Context: an optimization exercise on an open-source flow, tuned for small area, a short achievable clock period and few clock cycles per item. The choices shown serve that exercise and are no tape-out recipe. The RTL was checked by simulation tests, not by an equivalence proof against the original design. Power figures rest on the tool's default switching activity, not on a simulated workload.

File: flow/config.mk
export PLATFORM = sky130hd
export DESIGN_NAME = oqpsk_mod
export DESIGN_NICKNAME = oqpsk_mod
export VERILOG_FILES = /design/flow/design.v
export SDC_FILE = /design/flow/constraint.sdc
export NUM_CORES = 4
export LEC_CHECK = 0
export CAP_MARGIN = 20
export CORE_MARGIN = 2
export CORE_UTILIZATION = 40
export SLEW_MARGIN = 20
File: flow/constraint.sdc
create_clock -name core_clock -period 22.0 [get_ports {clk}]
set_input_delay 4.4000 -clock core_clock [delete_from_list [all_inputs] [get_ports {clk}]]
set_output_delay 4.4000 -clock core_clock [all_outputs]
set_load 0.01 [all_outputs]
File: flow/design.v
module amp_mul_s1 (
    input  wire [31:0] t,
    output wire [31:0] q,        
    output wire        shl,      
    output wire [7:0]  ebase     
);
    wire [7:0]  et  = t[30:23];
    wire [23:0] m   = {(et != 8'd0), t[22:0]};
    wire        top = (m > 24'hB504F3);
    wire        big = (et[7:1] != 7'd0);             
    assign shl   = !top && big;
    assign ebase = top ? et - 8'd1 : (big ? et - 8'd2 : 8'd0);
    assign q = {8'd0, m} + {6'd0, m, 2'd0} + {4'd0, m, 4'd0}
             + {3'd0, m, 5'd0} + {1'd0, m, 7'd0};
endmodule
module amp_mul_s2 (
    input  wire [31:0] q,
    input  wire        shl,
    input  wire [7:0]  ebase,
    output wire [30:0] y         
);
    wire [47:0] p = {q, 16'd0} + {13'd0, q, 3'd0} - {16'd0, q}
                  + (shl ? 48'h40_0000 : 48'h80_0000);
    wire [24:0] x = shl ? p[47:23] : {1'b0, p[47:24]};
    assign y = {ebase + {6'd0, x[24:23]}, x[22:0]};
endmodule
module oqpsk_mod (
    input  wire        clk,
    input  wire        rst,
    input  wire        cmd_valid,
    output wire        cmd_ready,
    input  wire [1:0]  cmd_op,
    input  wire [7:0]  cmd_arg,
    input  wire [31:0] cmd_data,
    output reg         out_valid,
    input  wire        out_ready,
    output reg  [31:0] out_i,
    output reg  [31:0] out_q
);
    localparam        NTAPS   = 24;
    localparam [1:0] OP_CONFIG = 2'd0;
    localparam [1:0] OP_TAP    = 2'd1;
    localparam [1:0] OP_BYTE   = 2'd2;
    reg        r_v;
    reg [1:0]  r_op;
    reg [7:0]  r_arg;
    reg [31:0] r_data;
    reg        rdy;
    assign cmd_ready = rdy;
    wire acc = cmd_valid && rdy;
    reg [3:0]  s_m1;         
    reg [3:0]  h;            
    reg [3:0]  rot;
    reg [3:0]  rot_a;        
    reg [3:0]  rot_b;        
    reg        busy;
    reg [7:0]  sym;          
    reg [1:0]  pair;
    reg [3:0]  k;            
    reg [4:0]  kq;           
    reg [3:0]  e_sm1;        
    reg [3:0]  e_h;          
    reg [31:0] ring_a [0:15];
    reg [31:0] ring_b [0:7];
    wire adv       = !out_valid || out_ready;
    wire last_k    = (k == e_sm1);
    wire last_pair = (pair == 2'd3);
    wire r_byte  = (r_op == OP_BYTE);
    wire r_tap   = (r_op == OP_TAP);
    wire r_tapw  = r_tap && (r_arg < NTAPS);
    reg        s1_v;
    wire [4:0] e_top = {1'b0, e_sm1} + {1'b0, e_h};
    wire tap_safe = !busy || (last_pair && ({1'b0, k} > r_arg[4:0]))
                          || (r_arg[4:0] > e_top);
    function aligned(input [3:0] r, input [4:0] j);
        aligned = (r[2:0] == j[2:0]) && (j[4] || r[3] == j[3]);
    endfunction
    wire tap_go   = tap_safe && aligned(rot_a, r_arg[4:0]);
    wire start_c = r_v && r_byte && (!busy || last_k && last_pair);
    wire en_e    = !busy || adv;                     
    wire start   = start_c && en_e;
    wire r_cons  = r_byte ? start : (!r_tapw || tap_go);
    wire       r_cons_c = r_byte ? (r_v && !busy) : (!r_tapw || tap_go);
    wire       n_v    = acc || (r_v && !r_cons_c);
    wire [1:0] n_op   = acc ? cmd_op : r_op;
    wire [7:0] n_arg  = acc ? cmd_arg : r_arg;
    wire n_simple = (n_op == OP_CONFIG) || (n_op == 2'd3) ||
                    (n_op == OP_TAP && !(n_arg < NTAPS));
    wire no_start  = !(r_v && r_byte);
    wire idle_pred = !busy && no_start;
    wire safe_pred = no_start && (!busy || (last_pair && ({1'b0, k} > n_arg[4:0]))
                                        || (n_arg[4:0] > e_top));
    wire tap_pred  = (n_op == OP_TAP) && safe_pred && aligned(rot_b, n_arg[4:0]);
    wire rdy_d = !n_v || n_simple || tap_pred || ((n_op == OP_BYTE) && idle_pred);
    wire [31:0] m_q;
    wire        m_shl;
    wire [7:0]  m_eb;
    amp_mul_s1 u_s1 (.t(r_data), .q(m_q), .shl(m_shl), .ebase(m_eb));
    reg        s1_b;             
    reg        s1_sgn;
    reg        s1_shl;
    reg [7:0]  s1_eb;
    reg [31:0] s1_q;
    wire [30:0] m_y;
    amp_mul_s2 u_s2 (.q(s1_q), .shl(s1_shl), .ebase(s1_eb), .y(m_y));
    wire [31:0] w_word = {s1_sgn, m_y};
    integer p;
    always @(posedge clk) begin
        s1_b   <= r_arg[4];
        s1_sgn <= r_data[31];
        s1_shl <= m_shl;
        s1_eb  <= m_eb;
        s1_q   <= m_q;
        for (p = 0; p < 15; p = p + 1)
            ring_a[p] <= ring_a[p + 1];
        ring_a[15] <= (s1_v && !s1_b) ? w_word : ring_a[0];
        for (p = 0; p < 7; p = p + 1)
            ring_b[p] <= ring_b[p + 1];
        ring_b[7] <= (s1_v && s1_b) ? w_word : ring_b[0];
    end
    wire ineg = sym[7] ^ sym[6];
    wire qneg = sym[7];
    wire [3:0] pos_i = k - rot;
    wire [3:0] pos_q = kq[3:0] - rot;
    wire [15:0] sel_i  = 16'd1 << pos_i;
    wire [15:0] sel_qa = kq[4] ? 16'd0 : (16'd1 << pos_q);
    wire [7:0]  sel_qb = kq[4] ? (8'd1 << pos_q[2:0]) : 8'd0;
    reg  [31:0] pi, pq;
    always @* begin
        pi = 32'd0;
        pq = 32'd0;
        for (p = 0; p < 16; p = p + 1) begin
            pi = pi | ({32{sel_i[p]}}  & ring_a[p]);
            pq = pq | ({32{sel_qa[p]}} & ring_a[p]);
        end
        for (p = 0; p < 8; p = p + 1)
            pq = pq | ({32{sel_qb[p]}} & ring_b[p]);
    end
    always @(posedge clk) begin
        if (rdy) begin
            r_op   <= cmd_op;
            r_arg  <= cmd_arg;
            r_data <= cmd_data;
        end
        if (r_v && r_op == OP_CONFIG) begin
            s_m1 <= r_arg[3:0];
            h    <= ({1'b0, r_arg[3:0]} + 5'd1) >> 1;
        end
        if (busy && adv) begin
            out_i <= {pi[31] ^ ineg, pi[30:0]};
            out_q <= {pq[31] ^ qneg, pq[30:0]};
        end
        if (en_e) begin
            if (start_c) begin
                e_sm1 <= s_m1;
                e_h   <= h;
                sym   <= r_arg;
                pair  <= 2'd0;
                k     <= 4'd0;
                kq    <= {1'b0, h};
            end else if (busy) begin
                if (last_k) begin
                    k    <= 4'd0;
                    kq   <= {1'b0, e_h};
                    pair <= pair + 2'd1;
                    sym  <= {sym[5:0], 2'b00};
                end else begin
                    k    <= k + 4'd1;
                    kq   <= kq + 5'd1;
                end
            end
        end
    end
    always @(posedge clk) begin
        if (rst) begin
            r_v       <= 1'b0;
            rdy       <= 1'b1;
            busy      <= 1'b0;
            out_valid <= 1'b0;
            s1_v      <= 1'b0;
            rot       <= 4'd0;
            rot_a     <= 4'd1;
            rot_b     <= 4'd2;
        end else begin
            r_v   <= acc || (r_v && !r_cons);
            rdy   <= rdy_d;
            s1_v  <= r_v && r_tapw && tap_go;
            rot   <= rot + 4'd1;
            rot_a <= rot_a + 4'd1;
            rot_b <= rot_b + 4'd1;
            if (en_e)
                busy <= start_c || (busy && !(last_k && last_pair));
            out_valid <= busy || (out_valid && !out_ready);
        end
    end
endmodule
File: flow/run.sh
#!/bin/bash
# synth_recipe.tcl (not shown) runs the flow's synth.tcl, then flattens the netlist and writes it again
# the make line also repeats each setting of config.mk as NAME=value (left out here)
make -C /OpenROAD-flow-scripts/flow DESIGN_CONFIG=/design/flow/config.mk WORK_HOME=/design/flow/orfs CLKGATE_MAP_FILE= SYNTH_SCRIPT=/design/flow/synth_recipe.tcl finish
==> results.yml <==
pwr:
  p_leak_nw: 17.29
  p_per_area_nw_per_um2: 143.9
  ir_drop_mv: 0.1433
  power_mw: 6.287
final_layout:
  multi_input_area_um2: 15750
  final_nets: 3714
  area_growth_pct: 16.20
  register_area_um2: 20810
  drive_above_1_share_pct: 8.407
  fin_util_pct: 46.88
  nFillCells: 8461
worst_setup_path:
  critPathLaunchType: "flip-flop"
  critPathKind: "reg -> out"
  required_ns: 17.60
  crit_path_end_kind: "output port"
  critPathMaxFanout: 44
  cp.arrival_ns: 2.07
timing:
  finalHoldViolations: 0
  finalSetupViolCount: 0
  drv_slew: 0
  min_period_ns: 6.470
  period_share_pct: 29.41
  relSlewSlack_pct: 35.36
  finalSetupTns_ns: 0
  worst_pin_slew_ns: 0.9594
  clock.fmax_mhz: 154.6
  setup_slack_ns: 15.53
  rsz0062_at_grt: "false"
  skew_ns: 0.02151
cts:
  postCtsSetupBuffers: 0
  clk_pin_slew_ns: 0.06
  cts_root_buf: "clkbuf_16"
  tritoncts: "built"
  htreeDepth: 3
  numCtsBuffers: 95
  clkLatencyLatePin_ns: 0.67
  clock_path_buffers: 3
  hold_buffers: 0
  cts-resized-gates: 0
  clock_sinks: 969
detailed_routing:
  drt-pass1-iter-count: 10
  drt_iter0_drc: 3559
  vias: 27800
  routed_via_density: 5.863
  drc: 0
  ant_nets: 0
  wire_per_inst_um: 24.01
  routed_wl_um: 113900
status:
  status: "finished clean"
synth:
  synth.area.mux_share_pct: 0.6656
  synth-adder-area-share_pct: 10.02
  synth_compound_area_share_pct: 19.92
  synth_simple_gate_area_share_pct: 8.087
  syn_nets: 3612
  synth_xor_area_share_pct: 2.516
  yosysWarnings: 3
  ys.flop_type: "dfxtp_1"
  synth_top_family_by_area: "compound AO/OA/AOI/OAI gates"
  async_flop_share_pct: 0
  ys_ff_latch: 969
  seq_area_frac_synth_pct: 55.35
  syn_avg_cell_area_um2: 11.38
  yosys.cell_types.count: 71
  syn_inst: 3305
  synth-edff-count: 141
  syn_area_um2: 37600
place:
  portBuffers: 111
  dp_hpwl_um: 68320
  dpl_worst_slack_ns: 14.87
  gp_congestion: 0.8677
global_route:
  antenna_found_initial: 2
  track_usage_pct: 22.92
  grt_pass1_wl_um: 170500
  grt_pass1_vias: 27660
  grt_max_degree: 61
  overflow: 0
worst_hold_path:
  hold_path.class: "reg -> reg"
floorplan:
  coreArea_um2: 93190
  rows: 112
  die_w_um: 310.6
  start_util_pct: 40.34
  die-area_um2: 96460
  ios: 112
  fp.dieH_um: 310.6
job:
  maxCapViolCount: 0
[power by group]
group / internal (mW) / switching (mW)
Clock: 1.01 / 0.697
Sequential: 1.86 / 0.0605
Combinational: 0.984 / 1.68
[worst max-delay path: stages (launching register included)]
cell,delay (ns)
dfxtp_2,0.31
buf_4,0.45
clkdlybuf4s50_1,0.65
[cells by family (layout without fill, tap and decap cells)]
logic type,Yosys count,after routing
AO/OA/AOI/OAI,988,988
flip-flops,969,969
AND/OR/NAND/NOR,611,611
buffers and inverters,344,524
adder cells (fa/ha/maj),261,261
XOR/XNOR,108,108
multiplexers,24,24
other,0,2
[worst paths after layout]
path | from | to | slack, ns | cells past startpoint
setup / recovery | rdy | cmd_ready | 15.53 | 2
hold / removal | ring_b[1][4] | ring_b[0][4] | 0.34 | 0
setup reg to reg | r_data[3] | s1_q[31] | 15.98 | 25
hold reg to reg | ring_b[1][4] | ring_b[0][4] | 0.34 | 0
[state kept, by name, indices dropped and copies added, names as in the netlist, 32 cells and up]
register and flops:
ring_a 512, s1_q 32, ring_b 256, r_data 32, out_i 32, out_q 32
[placed cells by master (no fill, tap or decap), types with 42 or more instances in the layout]
cell type / instances
fa_1: 67
a21o_1: 47
nand4_1: 78
o21ai_0: 99
clkdlybuf4s50_1: 111
nor2_1: 89
xor2_1: 42
a221oi_1: 173
dfxtp_1: 827
inv_1: 189
clkbuf_16: 99
nand3_1: 83
ha_1: 194
nand2_1: 145
buf_4: 49
a21oi_1: 107
a22oi_1: 231
a22o_1: 177
edfxtp_1: 141
xnor2_1: 66
[stage by stage]
stage                     cell area, um^2  hold WS (ns)  std cells
after global placement              40310        0.3326       4564
after CTS                           43680        0.3240       4739
after floorplan                     37600        0.3233       3305
final                               43690        0.3396       4741
after detailed placement            40310        0.3362       4564
after global routing                43680        0.3364       4739
[final cells by class]
class / instances / share of cell area, %
tap: 1254 / 3.592
clock buffer: 144 / 6.725
timing repair buffer: 160 / 3.385
antenna: 2 / 0.01146
multi-input combinational: 1992 / 36.04
clock inverter: 31 / 0.9824
inverter: 189 / 1.624
sequential: 969 / 47.64
[synthesized netlist by cell type, types with 10 or more instances]
| cell type | instances | area [um^2] |
|---|---|---|
| a211oi_1 | 13 | 97.59 |
| a21o_1 | 47 | 352.8 |
| a21oi_1 | 107 | 535.5 |
| a221oi_1 | 173 | 1515 |
| a222oi_1 | 32 | 320.3 |
| a22o_1 | 177 | 1550 |
| a22oi_1 | 231 | 1734 |
| a31oi_1 | 10 | 62.56 |
| and3_1 | 25 | 156.4 |
| buf_1 | 16 | 60.06 |
| clkbuf_1 | 139 | 521.8 |
| dfxtp_1 | 828 | 16580 |
| edfxtp_1 | 141 | 4234 |
| fa_1 | 67 | 1341 |
| ha_1 | 194 | 2427 |
| inv_1 | 189 | 709.4 |
| mux2i_1 | 16 | 160.2 |
| nand2_1 | 146 | 548.0 |
| nand2b_1 | 29 | 181.4 |
| nand3_1 | 83 | 415.4 |
| nand4_1 | 78 | 488.0 |
| nor2_1 | 123 | 461.7 |
| nor2b_1 | 26 | 162.7 |
| nor3_1 | 28 | 140.1 |
| nor4_1 | 10 | 62.56 |
| o211ai_1 | 13 | 97.59 |
| o21a_1 | 13 | 97.59 |
| o21ai_0 | 99 | 495.5 |
| o31ai_1 | 15 | 112.6 |
| or2_2 | 24 | 150.1 |
| or3_1 | 16 | 100.1 |
| xnor2_1 | 66 | 578.1 |
| xor2_1 | 42 | 367.9 |
[routing by layer]
layer  vias up  part of all wire (%)  GRT usage, %
met1     13320                    42         30.59
met3       293                    11         5.872
li1      12640                     -             -
met4         0                   4.0         9.565
met2      1545                    44         35.26
met5         -                     0             0
Testbench counts, summed over its fixed seeds: cycles 88,541, items 86,016.

what the ideal ports hide:
Ports are ideal in the flow. The routed layout listed here was re-timed in OpenROAD.
Step 1 assumes that a clkbuf_16 drives the clock port and a buf_2 every other input.
Step 2 times the ports against the registers' clock, not the clock port: input delays grow and output delays shrink by t, the midpoint of the rising clock arrivals with the driver on.
Slacks: no drivers / after step 1 / after step 2; pairs: no drivers / after step 1.
t (ns): 0.723
setup slack, ns: 15.530 / 15.462 / 14.868
pins driven straight from the clock port: 1
After both steps this run still meets setup and hold. The setup slack of this run moves by -0.068 ns with the drivers and by -0.662 ns with both steps.
